This is an optimization exercise on Yosys and OpenROAD, whose aim is small area, a short achievable clock period and few clock cycles, not a production implementation. Function was checked by simulation only, so behaviour that the tests miss may differ from the original. No activity file was given, so power comes from the tool's default toggle rates.

==> flow/design.v (excerpt) <==
module s1desc_unit (
    input  wire        clk,
    input  wire        rst,
    input  wire        cmd_valid,
    output wire        cmd_ready,
    input  wire [7:0]  cmd_op,
    input  wire [63:0] cmd_a,
    input  wire [64:0] cmd_b,
    input  wire [63:0] cmd_c,
    input  wire [64:0] cmd_d,
    input  wire [2:0]  cmd_attrs,
    output wire        rsp_valid,
    output wire [3:0]  rsp_status,
    output wire [63:0] rsp_data,
    output wire        mem_req,
    output wire        mem_we,
    output wire [47:0] mem_addr,
    output wire [63:0] mem_wdata,
    input  wire        mem_gnt,
    input  wire [63:0] mem_rdata
);
For scale: about 1900 cells after synthesis, ~130 flip-flops, roughly 520 I/O pins, about 15000 um^2 of cells after synthesis.
export LEC_CHECK = 0
export CAP_MARGIN = 20
export CORE_MARGIN = 2
export CORE_UTILIZATION = 40
export CTS_BUF_LIST = sky130_fd_sc_hd__clkbuf_4 sky130_fd_sc_hd__clkbuf_8
export SLEW_MARGIN = 20
create_clock -name core_clock -period 10.0 [get_ports {clk}]
standard.sh (not shown) runs the stock make flow with config.mk's settings and CLKGATE_MAP_FILE= SYNTH_SCRIPT=/design/flow/synth_recipe.tcl, a recipe that flattens the netlist after the stock synthesis.
==> flow/flow/run.sh <==
#!/bin/bash
# The standard layout (standard.sh, unchanged synthesis), with two
# changes to how it is built: repair_timing aims for 6.8 ns of setup slack
# against the unchanged 10 ns constraint, and the port buffers that
# buffer_ports inserts use the smallest buffer cell. The whole ORFS output
# goes to flow_standard.log; per-step logs stay under orfs/logs/.
set -euo pipefail
bash standard.sh SETUP_SLACK_MARGIN=6.8 "BUFFER_PORTS_ARGS=-buffer_cell sky130_fd_sc_hd__buf_1" finish > flow_standard.log 2>&1
The first run passed the timing, design-rule and antenna checks.
Testbench counts at the start, summed over its fixed seeds: cycles 27,274.
Change:
--- a/flow/flow/run.sh
+++ b/flow/flow/run.sh
@@ -3 +3 @@
-# changes to how it is built: repair_timing aims for 6.8 ns of setup slack
+# changes to how it is built: repair_timing aims for 6.5 ns of setup slack
@@ -8 +8 @@
-bash standard.sh SETUP_SLACK_MARGIN=6.8 "BUFFER_PORTS_ARGS=-buffer_cell sky130_fd_sc_hd__buf_1" finish > flow_standard.log 2>&1
+bash standard.sh SETUP_SLACK_MARGIN=6.5 "BUFFER_PORTS_ARGS=-buffer_cell sky130_fd_sc_hd__buf_1" finish > flow_standard.log 2>&1
Sequential power climbs slightly. Maximum frequency falls by a few percent. Via count decreases by a few percent. Design area is lower by roughly a tenth. First-iteration DRC count came out lower by a few percent. Global-route usage came out lower by 1.7 points. Utilization drops by 7.4 points.
Change:
--- a/flow/flow/run.sh
+++ b/flow/flow/run.sh
@@ -3 +3 @@
-# changes to how it is built: repair_timing aims for 6.5 ns of setup slack
+# changes to how it is built: repair_timing aims for 6.8 ns of setup slack
@@ -8 +8 @@
-bash standard.sh SETUP_SLACK_MARGIN=6.5 "BUFFER_PORTS_ARGS=-buffer_cell sky130_fd_sc_hd__buf_1" finish > flow_standard.log 2>&1
+bash standard.sh SETUP_SLACK_MARGIN=6.8 "BUFFER_PORTS_ARGS=-buffer_cell sky130_fd_sc_hd__buf_1" finish > flow_standard.log 2>&1
Settings changed: TNS_END_PERCENT set to 5.
Outcome:
- power grows by 3.3%
- non-clock buffer count drops by 2
- combinational power is higher by 2.3%
- wire length grows by 1.7%
- worst setup slack got worse by 0.010 ns
- cell count is about the same
- core utilization is higher by 0.74 points
- maximum frequency stays flat
- via count increases by 1.0%
Change:
--- a/flow/flow/run.sh
+++ b/flow/flow/run.sh
@@ -3 +3 @@
-# changes to how it is built: repair_timing aims for 6.8 ns of setup slack
+# changes to how it is built: repair_timing aims for 6.3 ns of setup slack
@@ -8 +8 @@
-bash standard.sh SETUP_SLACK_MARGIN=6.8 "BUFFER_PORTS_ARGS=-buffer_cell sky130_fd_sc_hd__buf_1" finish > flow_standard.log 2>&1
+bash standard.sh SETUP_SLACK_MARGIN=6.3 "BUFFER_PORTS_ARGS=-buffer_cell sky130_fd_sc_hd__buf_1" finish > flow_standard.log 2>&1
Settings changed: TNS_END_PERCENT 5 to unset.
The new run went through all stages and came out clean.
Routed wire length is lower by a few percent.
Count of clock-buffer cells in the layout stays the same.
Utilization came out lower by 2.3 points.
Sequential power rose slightly.
Via count drops by a few percent.
Design area came out lower by a few percent.
Setup slack gets worse by 0.15 ns.

-- afterwards: timing with drivers on the ports --
In the flow no input, the clock included, has a driving cell. The finished layouts below were timed again as built, in two steps. Step 1 (the two cells are an assumption about what drives the block):
set clk [get_ports {clk}]
set_driving_cell -lib_cell sky130_fd_sc_hd__clkbuf_16 $clk
set_driving_cell -lib_cell sky130_fd_sc_hd__buf_2 [delete_from_list [all_inputs] $clk]
Step 2 times the ports against the registers' clock, not the clock port: input delays grow and output delays shrink by t, the midpoint of the rising clock arrivals with the driver on. Three values: ideal ports, drivers, drivers and shift; two values: the first two.
run	t, ns	setup slack, ns	hold WS [ns]
the first run	0.530	6.583 / 6.593 / 6.064	0.456 / 0.456 / 0.456
the second run	0.526	6.488 / 6.482 / 5.956	0.459 / 0.459 / 0.459
the third run	0.526	6.477 / 6.464 / 5.938	0.472 / 0.472 / 0.472
the fourth run	0.516	6.324 / 6.346 / 5.831	0.462 / 0.462 / 0.462
After both steps setup and hold are still met in every run listed. For the third run, which loses most, drivers alone change the setup slack by -0.013 ns; drivers and shift together by -0.539 ns.
